This design comes from an exercise in tuning for a short achievable clock period and few clock cycles on the open sky130 flow, not from production work.
Only simulation tests tie the RTL to the original design; equivalence was not proved.
No activity file was given, so power comes from the tool's default toggle rates.

Design dpt_rx_engine, start of the top module:
module dpt_rx_engine (
    input  wire        clk,
    input  wire        rst,
    input  wire        in_valid,
    output wire        in_ready,
    input  wire [1:0]  in_op,
    input  wire [31:0] in_data,
    output wire        ram_we,
    output wire [9:0]  ram_waddr,
    output wire [7:0]  ram_wdata,
    output wire [9:0]  ram_raddr,
    input  wire [7:0]  ram_rdata,
    output wire        mem_we,
    output wire [31:0] mem_addr,
    output wire [7:0]  mem_wdata,
    output wire        resp_valid,
    output wire [31:0] resp_value,
    output wire [9:0]  rxq_size,
    output wire [7:0]  idle_count,
    output reg  [31:0] cnt_rx,
    output reg  [31:0] cnt_overrun,
    output reg  [31:0] cnt_buserr
);
    localparam [7:0] TERM = 8'h16;
    localparam [1:0] M_SEEK = 2'd0,    
                     M_CAND = 2'd1,    
                     M_DISC = 2'd2;    
    localparam QW = 4;                 
    reg        rdy;
    reg [9:0]  head, tail, size;
    reg [7:0]  idle_cnt;
    reg        sem, busy, pend;
    reg [31:0] rx_addr;
    reg        pb_v;
  ...
Size in the first run: roughly 1100 flip-flops, roughly 260 I/O pins.
export LEC_CHECK = 0
export ABC_CLOCK_PERIOD_IN_PS = 3000
export CAP_MARGIN = 20
export CORE_MARGIN = 2
export CORE_UTILIZATION = 40
export PLACE_DENSITY = 0.6
export SETUP_SLACK_MARGIN = 4.5
export SLEW_MARGIN = 20
create_clock -name core_clock -period 8.0 [get_ports {clk}]
run.sh (not shown) runs the stock make flow with config.mk's settings and CLKGATE_MAP_FILE= SYNTH_SCRIPT=/design/flow/synth_recipe.tcl, a recipe that flattens the netlist after the stock synthesis.
The starting point ran to the end with violations: setup timing.
Testbench counts at the start, summed over its fixed seeds: cycles 112,877.
Next try:
- ABC_CLOCK_PERIOD_IN_PS: 3000 -> unset
- SETUP_SLACK_MARGIN: 4.5 -> unset
=>
- The new run finished but failed the layout checks on setup timing
- design area fell by 2.8%
- count of clock-buffer cells in the layout fell by 2
- routed wire length decreases by 2.6%
- total power decreases by 1.3%
- register-to-register slack gains 220 ps
- via count is lower by 0.62%
- sequential share of layout area came out higher by 1.1 points
- worst hold slack stays flat


Setup of run 1:
Another version of the RTL of dpt_rx_engine (not shown whole).
Size in the first run: about 4,400 cells after synthesis, roughly 1,400 flip-flops, about 260 I/O pins, roughly 61,000 sq um of cells after synthesis.
Settings: LEC_CHECK=0, ABC_CLOCK_PERIOD_IN_PS=2500, CAP_MARGIN=20, CORE_MARGIN=2, CORE_UTILIZATION=40, PLACE_DENSITY=0.6, SETUP_SLACK_MARGIN=5.0, SLEW_MARGIN=20; clock period 8.0 ns.
standard.sh (not shown) runs the stock make flow with config.mk's settings and CLKGATE_MAP_FILE= SYNTH_SCRIPT=/design/flow/synth_recipe.tcl, a recipe that flattens the netlist after the stock synthesis.
==> flow/flow/run.sh <==
#!/bin/bash
# Standard ORFS flow (the standard.sh), with the resizer free to change a
# cell's footprint while it repairs timing, and aiming for more setup slack.
set -o pipefail
bash standard.sh MATCH_CELL_FOOTPRINT=0 SETUP_SLACK_MARGIN=5.5 finish > standard.log 2>&1
Testbench counts of run 1, summed over its fixed seeds: cycles 110,586.
Setup changes, run 1 to run 2
- an added CTS_CLUSTER_SIZE of 20
- an added CTS_CLUSTER_DIAMETER of 80
[summary]
Run 2 finished end to end and its layout was clean on timing, DRC and antenna. Wire length is higher on run 1. Comparing total net switching power for run 2 and run 1, the smaller number came from run 2. On total power, run 1 loses to run 2. Between run 2 and run 1, the mux cell area share after synthesis figures differ only marginally. Re fraction of power consumed by combinational cells: run 2 is 0.6 points up on run 1. Compared with run 1, run 2 shows a higher antenna diode instance count. Diff run 2 and run 1: highest ir drop seen on vdd higher in run 1.


== fjord ==
dpt_rx_engine, a different RTL version from the one above (not shown whole).
For scale: ~6100 cells after synthesis, roughly 1700 flip-flops, ~260 I/O pins.
export LEC_CHECK = 0
export ABC_CLOCK_PERIOD_IN_PS = 2500
export CAP_MARGIN = 20
export CORE_MARGIN = 2
export CORE_UTILIZATION = 40
export CTS_CLUSTER_DIAMETER = 100
export CTS_CLUSTER_SIZE = 25
export PLACE_DENSITY = 0.6
export SETUP_SLACK_MARGIN = 5.0
export SLEW_MARGIN = 20
create_clock -name core_clock -period 8.0 [get_ports {clk}]
Scripts as last shown in full above: flow/flow/run.sh
fjord ended with every stage complete and zero timing, DRC or antenna violations.
Testbench counts of fjord, summed over its fixed seeds: cycles 109,971.
Modified inputs, ember compared to fjord
Settings: CTS_CLUSTER_SIZE: 25 -> 20; CTS_CLUSTER_DIAMETER: 100 -> 80.
### Flow results
- Compare ember and fjord | final cell area excluding filler cells higher: ember
- Where post-route worst setup slack is concerned, fjord is better than ember.
- Looking only at net switching power of the design, and setting everything else aside, the higher value of ember and fjord goes to ember.
- Net count after synthesis: fjord vs ember identical
- ember ended with more fraction of layout cells with a size suffix above 1 than fjord.
- Between ember and fjord, the difference in number of flip-flops and latches in the synthesized netlist is negligible.
- Where power is concerned, fjord is better than ember.
Input-level comparison between delta and ember:
Settings: a change of PLACE_DENSITY from 0.6 to 0.65; a change of CORE_UTILIZATION from 40 to 50.
--- outcome ---
[compare] base=ember new=delta: count of inserted tapcells down about 20%, total wirelength of the detailed-routed design lower, ratio of total power to cell area increased by 2.2% relative to the old numbers, via count barely changed. Worst-case clock buffer depth came out exactly the same in delta and ember. Compared with ember, global-route wire length before repair in delta decreased by a few percent. [compare] base=ember new=delta: power went up 0.071 mW; largest net degree at the start of global routing went up 92; core occupancy in the finished layout went up 12 points; count of non-CTS buffers in the layout went down about 7%. ember reached the end of the flow, and the finished layout is clean on the timing, DRC and antenna checks. delta did not stop at any stage, and its layout met the timing, DRC and antenna checks. Total area of sequential cells of ember is on par with delta.
Input-level comparison between zinc and delta:
Settings: changing CTS_CLUSTER_SIZE from 20 to 25; changing CTS_CLUSTER_DIAMETER from 80 to 100.
Findings:
- Summary of zinc over delta: post-cts gate resize count grew by about 0.3%; global-route usage lower; internal power contribution saw a decrease.
- In the tables for zinc and delta, non-clock buffer count reads lower with delta.
- The combinational power of zinc and that of delta are within noise of each other.
- zinc gives more clock skew than delta did.
- Against delta as the reference, zinc delivers a lower area added between synthesis and finish.
- Detailed-route vias per instance delta (zinc -> delta): insignificant

static timing again, ports no longer ideal:
Ports are ideal in the flow. The routed layouts listed here were re-timed in OpenROAD.
Step 1, drivers: a clkbuf_16 drives clk and a buf_2 each remaining input, both assumed.
Step 2 also shifts input and output timing later by t, the mid clock arrival at the registers, as if the neighbouring blocks saw the same clock.
Slacks: no drivers / after step 1 / after step 2; pairs: no drivers / after step 1.
| run | t, ns | slack for setup (ns) | worst hold slack (ns) |
|---|---|---|---|
| the first run of note 1 | 0.819 | -1.066 / -1.066 / -1.066 | 0.451 / 0.451 / 0.451 |
| the second run of note 1 | 0.806 | -0.841 / -0.841 / -0.841 | 0.449 / 0.449 / 0.449 |
| run 1 | 0.867 | 5.070 / 4.993 / 4.313 | 0.443 / 0.443 / 0.443 |
| run 2 | 0.808 | 5.131 / 5.049 / 4.396 | 0.454 / 0.454 / 0.454 |
| fjord | 0.827 | 5.079 / 5.002 / 4.374 | 0.414 / 0.414 / 0.414 |
| ember | 0.865 | 5.055 / 4.968 / 4.357 | 0.417 / 0.417 / 0.417 |
| delta | 0.836 | 5.118 / 5.033 / 4.418 | 0.384 / 0.384 / 0.384 |
| zinc | 0.812 | 5.115 / 5.037 / 4.443 | 0.390 / 0.390 / 0.390 |
For run 1, which loses most, drivers alone change the setup slack by -0.077 ns; drivers and shift together by -0.757 ns.
